What follows belongs to an exercise in optimizing a design on an open flow for small area, a short achievable clock period and few clock cycles per item; a production flow would make more cautious choices. RTL that was checked went through simulation tests only; none was proved equivalent to the original.

## TR
==> module aes256_core, before the edit <==
module aes256_core (
    input  wire         clk,
    input  wire         rst,
    input  wire         start,
    input  wire [1:0]   op,
    input  wire [255:0] key,
    input  wire [127:0] din,
    output reg          ready,
    output reg          done,
    output reg          err,
    output reg  [127:0] dout
);
    function [127:0] sig;
        input [127:0] a;
        sig = {a[63:32], a[95:64], a[127:96], a[31:0]};
    endfunction
    reg [255:0] ks;          
    reg [255:0] ke;          
    reg         kv;          
    reg         wpend;       
    reg         wact;        
    reg         v1, d1, x1;  
    reg [3:0]   c1;          
    reg [127:0] s1;          
    reg [255:0] k1;          
    reg         v2, d2, x2;
    reg [3:0]   c2;
    reg [191:0] m2;          
    reg [47:0]  q2;          
    reg [255:0] k2;
    reg         v3, d3, x3;
    reg [3:0]   c3;
    reg [127:0] u3;          
    reg [255:0] k3;          
    wire last3 = (c3 == 4'd13);
    reg  free3;                     
    reg  fin2;                      
    genvar gi;
    wire [127:0] sr;
    wire [191:0] ma;
    wire [47:0]  qa;
    generate
        for (gi = 0; gi < 16; gi = gi + 1) begin : g_a
            assign sr[8*gi+7:8*gi] =
                s1[8*((gi % 4) + 4*(((gi / 4) + (gi % 4)) % 4)) +: 8];
            aes_sbox_a u_sa (.x(sr[8*gi+7:8*gi]), .dec(d1), .m(ma[12*gi+11:12*gi]));
        end
        for (gi = 0; gi < 4; gi = gi + 1) begin : g_ka
            aes_sboxf_a u_ka (.x(k1[224+8*gi+7:224+8*gi]), .m(qa[12*gi+11:12*gi]));
        end
    endgenerate
    wire [127:0] b;
    wire [31:0]  sw;
    generate
        for (gi = 0; gi < 16; gi = gi + 1) begin : g_b
            aes_sbox_b u_sb (.m(m2[12*gi+11:12*gi]), .dec(d2), .y(b[8*gi+7:8*gi]));
        end
        for (gi = 0; gi < 4; gi = gi + 1) begin : g_kb
            aes_sboxf_b u_kb (.m(q2[12*gi+11:12*gi]), .y(sw[8*gi+7:8*gi]));
        end
    endgenerate
    wire [127:0] ub = d2 ? (b ^ sig(k2[255:128])) : b;
    wire [7:0]  rcon = d2 ? (8'h40 >> c2[3:1]) : (8'h01 << c2[3:1]);
    wire [31:0] t    = c2[0] ? sw : ({sw[7:0], sw[31:8]} ^ {24'h0, rcon});
    wire [31:0] l0 = k2[31:0], l1 = k2[63:32], l2 = k2[95:64], l3 = k2[127:96];
    wire [31:0] p1 = l1 ^ l0;
    wire [31:0] p2 = d2 ? (l2 ^ l1) : (l2 ^ l1 ^ l0);
    wire [31:0] p3 = d2 ? (l3 ^ l2) : (l3 ^ l2 ^ l1 ^ l0);
    wire [31:0] te = d2 ? 32'h0 : t;
    wire [31:0] n0 = l0 ^ t;
    wire [31:0] n1 = p1 ^ te;
    wire [31:0] n2 = p2 ^ te;
    wire [31:0] n3 = p3 ^ te;
    wire [255:0] nk = {n3, n2, n1, n0, k2[255:128]};
    wire [127:0] rk = k3[127:0];    
    wire [127:0] ns;
    generate
        for (gi = 0; gi < 4; gi = gi + 1) begin : g_mc
            wire [31:0] pre, mc;
            aes_inv_mixcol_pre u_pre (.c(u3[32*gi+31:32*gi]), .y(pre));
            aes_mixcol u_mc (.c(d3 ? pre : u3[32*gi+31:32*gi]), .y(mc));
            assign ns[32*gi+31:32*gi] = mc ^ (d3 ? 32'h0 : rk[32*gi+31:32*gi]);
        end
    endgenerate
    wire [127:0] res = d3 ? sig(u3) : (u3 ^ rk);
    wire acc     = start && ready;
    wire blk     = acc && (op != 2'b00);
    wire launch  = blk && kv;
    wire wlaunch = wpend && free3;
    wire ldec    = op[1] && !wpend;
    wire [127:0] s_new = ldec ? sig(din ^ ke[255:128]) : (din ^ ks[127:0]);
    wire [255:0] k_new = ldec ? {ke[127:0], ke[255:128]} : ks;
    wire wpend_n = wlaunch ? 1'b0 : (acc && op == 2'b00) ? 1'b1 : wpend;
    wire wact_n  = (v3 && last3 && x3) ? 1'b0 : wlaunch ? 1'b1 : wact;
    always @(posedge clk) begin
        v2 <= v1; d2 <= d1; x2 <= x1; c2 <= c1;
        m2 <= ma; q2 <= qa; k2 <= k1;
        v3 <= v2; d3 <= d2; x3 <= x2; c3 <= c2;
        free3 <= !v2 || (c2 == 4'd13);
        fin2  <= v1 && (c1 == 4'd13) && x1;
        u3 <= ub; k3 <= nk;
        dout <= res;
        done <= 1'b0;
        err  <= 1'b0;
        if (free3) begin
            s1 <= s_new;
            k1 <= k_new;
        end else begin
            s1 <= ns;
            k1 <= k3;
        end
        if (launch) begin
            v1 <= 1'b1; d1 <= op[1]; x1 <= 1'b0; c1 <= 4'd0;
        end else if (wlaunch) begin
            v1 <= 1'b1; d1 <= 1'b0; x1 <= 1'b1; c1 <= 4'd0;
        end else begin
            v1 <= v3 && !last3; d1 <= d3; x1 <= x3; c1 <= c3 + 4'd1;
        end
        ready <= !wpend_n && !wact_n && (!v2 || c2 == 4'd13);
        if (acc && op == 2'b00) begin
            ks <= key;
            kv <= 1'b1;
        end
        wpend <= wpend_n;
        wact  <= wact_n;
        if (blk && !kv) begin
            done <= 1'b1;
            err  <= 1'b1;
        end
        if (v3 && last3)
            done <= 1'b1;
        if (fin2)
            ke <= k2;
        if (rst) begin
            v1 <= 1'b0; v2 <= 1'b0; v3 <= 1'b0;
            free3 <= 1'b1; fin2 <= 1'b0;
            kv <= 1'b0; wpend <= 1'b0; wact <= 1'b0;
            done <= 1'b0;
            ready <= 1'b1;
        end
    end
endmodule
clock: 10.0 ns
lec_check: 0
cap_margin: 20
core_margin: 2
core_utilization: 40
cts_buf_list: sky130_fd_sc_hd__clkbuf_16
cts_cluster_diameter: 60
cts_cluster_size: 25
slew_margin: 20
standard.sh (not shown) runs the stock make flow with config.mk's settings and CLKGATE_MAP_FILE= SYNTH_SCRIPT=/design/flow/synth_recipe.tcl, a recipe that flattens the netlist after the stock synthesis.
==> flow/flow/run.sh <==
#!/bin/bash
# Own flow: the standard layout (standard.sh) with three changes:
#  - synthesis maps with an ABC script suited to XOR-heavy logic
#    (flow/abc.script) and skips the full/half adder extraction; registers,
#    flattening and renaming are the standard synthesis's;
#  - timing repair aims SETUP_SLACK_MARGIN ns below the clock period;
#  - ports are buffered with a plain buffer cell, and the delay cells are
#    not used as buffers.
set -euo pipefail
W=$(pwd)
MARGIN=6.5
SYN=$FLOW_HOME/scripts/synth.tcl
sed -e 's|^\(\s*\)\[env_var_exists_and_non_empty ADDER_MAP_FILE\] &&|\10 \&\& [env_var_exists_and_non_empty ADDER_MAP_FILE] \&\&|' \
    -e "s|^\(\s*\)log_cmd abc {\*}\$abc_args|\1log_cmd abc -script $W/flow/abc.script {*}[lrange \$abc_args 2 end]|" \
    "$SYN" > "$W/synth_own.tcl"
grep -q '0 && \[env_var_exists_and_non_empty ADDER_MAP_FILE\]' "$W/synth_own.tcl"
grep -q "log_cmd abc -script $W/flow/abc.script" "$W/synth_own.tcl"
sed "s|source \$::env(SCRIPTS_DIR)/synth.tcl|source $W/synth_own.tcl|" synth_recipe.tcl > "$W/synth_recipe_own.tcl"
grep -q "source $W/synth_own.tcl" "$W/synth_recipe_own.tcl"
sed -e "s|SYNTH_SCRIPT=[^ ]*|SYNTH_SCRIPT=$W/synth_recipe_own.tcl|" \
    -e "s|\"\${@:-finish}\"|SETUP_SLACK_MARGIN=$MARGIN \"\${@:-finish}\"|" standard.sh > "$W/standard_own.sh"
grep -q "SYNTH_SCRIPT=$W/synth_recipe_own.tcl" "$W/standard_own.sh"
grep -q "SETUP_SLACK_MARGIN=$MARGIN" "$W/standard_own.sh"
export BUFFER_PORTS_ARGS="-buffer_cell sky130_fd_sc_hd__buf_1"
DLY=""
for c in clkdlybuf4s15_1 clkdlybuf4s15_2 clkdlybuf4s18_1 clkdlybuf4s18_2 clkdlybuf4s25_1 \
         clkdlybuf4s25_2 clkdlybuf4s50_1 clkdlybuf4s50_2 dlygate4sd1_1 dlygate4sd2_1 \
         dlygate4sd3_1 dlymetal6s2s_1 dlymetal6s4s_1 dlymetal6s6s_1; do
  DLY="$DLY sky130_fd_sc_hd__$c"
done
export DONT_USE_CELLS="$DLY"
bash "$W/standard_own.sh" > "$W/flow_make.log" 2>&1
==> flow/flow/abc.script <==
strash
&get -n
&dch -x
&nf -R 1000
&put
buffer -c
topo
stime -c
upsize -c
dnsize -c
Testbench counts of TR, summed over its fixed seeds: cycles 12,192, blocks 768.
> inputs changed (TR -> JK)
--- a/flow/design.v
+++ b/flow/design.v
@@ -508,15 +508,17 @@
     wire blk     = acc && (op != 2'b00);
     wire launch  = blk && kv;
-    wire wlaunch = wpend && free3;
+    wire wlaunch = wpend && free3 && !v1 && !v2;
+    wire wb      = v2 && x2;                   
+    wire wend    = wb && (c2 == 4'd13);        
     wire ldec    = op[1] && !wpend;
     wire [127:0] s_new = ldec ? sig(din ^ ke[255:128]) : (din ^ ks[127:0]);
     wire [255:0] k_new = ldec ? {ke[127:0], ke[255:128]} : ks;
     wire wpend_n = wlaunch ? 1'b0 : (acc && op == 2'b00) ? 1'b1 : wpend;
-    wire wact_n  = (v3 && last3 && x3) ? 1'b0 : wlaunch ? 1'b1 : wact;
+    wire wact_n  = wend ? 1'b0 : wlaunch ? 1'b1 : wact;
     always @(posedge clk) begin
         v2 <= v1; d2 <= d1; x2 <= x1; c2 <= c1;
         m2 <= ma; q2 <= qa; k2 <= k1;
-        v3 <= v2; d3 <= d2; x3 <= x2; c3 <= c2;
-        free3 <= !v2 || (c2 == 4'd13);
+        v3 <= v2 && !x2; d3 <= d2; x3 <= x2; c3 <= c2;
+        free3 <= !(v2 && !x2) || (c2 == 4'd13);
         fin2  <= v1 && (c1 == 4'd13) && x1;
         u3 <= ub; k3 <= nk;
@@ -524,5 +526,8 @@
         done <= 1'b0;
         err  <= 1'b0;
-        if (free3) begin
+        if (wb) begin
+            s1 <= ns;
+            k1 <= nk;
+        end else if (free3) begin
             s1 <= s_new;
             k1 <= k_new;
@@ -535,8 +540,10 @@
         end else if (wlaunch) begin
             v1 <= 1'b1; d1 <= 1'b0; x1 <= 1'b1; c1 <= 4'd0;
+        end else if (wb) begin
+            v1 <= !wend; d1 <= 1'b0; x1 <= 1'b1; c1 <= c2 + 4'd1;
         end else begin
             v1 <= v3 && !last3; d1 <= d3; x1 <= x3; c1 <= c3 + 4'd1;
         end
-        ready <= !wpend_n && !wact_n && (!v2 || c2 == 4'd13);
+        ready <= !wpend_n && !wact_n && (!(v2 && !x2) || c2 == 4'd13);
         if (acc && op == 2'b00) begin
             ks <= key;
@@ -549,5 +556,5 @@
             err  <= 1'b1;
         end
-        if (v3 && last3)
+        if ((v3 && last3) || wend)
             done <= 1'b1;
         if (fin2)
--- outcome ---
Layout clock buffer count ended up 4 higher on JK than on TR.
Summary of JK over TR: simple-gate share of the synthesized area was more or less identical, synthesis-stage register bit count was more or less identical.
Worst setup slack: JK < TR
TR → JK: number of global-route vias before repair saw an increase, number of placement rows saw an increase.
The RTL of JK was laid out without a check of its function.

[port drivers added, routing unchanged]
Ports are ideal in the flow. The routed layouts listed here were re-timed in OpenROAD.
Step 1, drivers: a clkbuf_16 drives clk and a buf_2 each remaining input, both assumed.
Step 2 times the ports against the registers' clock, not the clock port: input delays grow and output delays shrink by t, the midpoint of the rising clock arrivals with the driver on.
a / b / c = ideal ports / drivers / drivers and shift; a / b = the first two.
run	t (ns)	slack for setup (ns)	slew at the worst register clock pin (ns)
TR	0.927	6.522 / 6.473 / 5.736	0.10 / 0.10
JK	0.935	6.452 / 6.460 / 5.593	0.10 / 0.10
After both steps every run listed still meets setup and hold. For JK, which loses most, drivers alone change the setup slack by +0.008 ns; drivers and shift together by -0.859 ns.
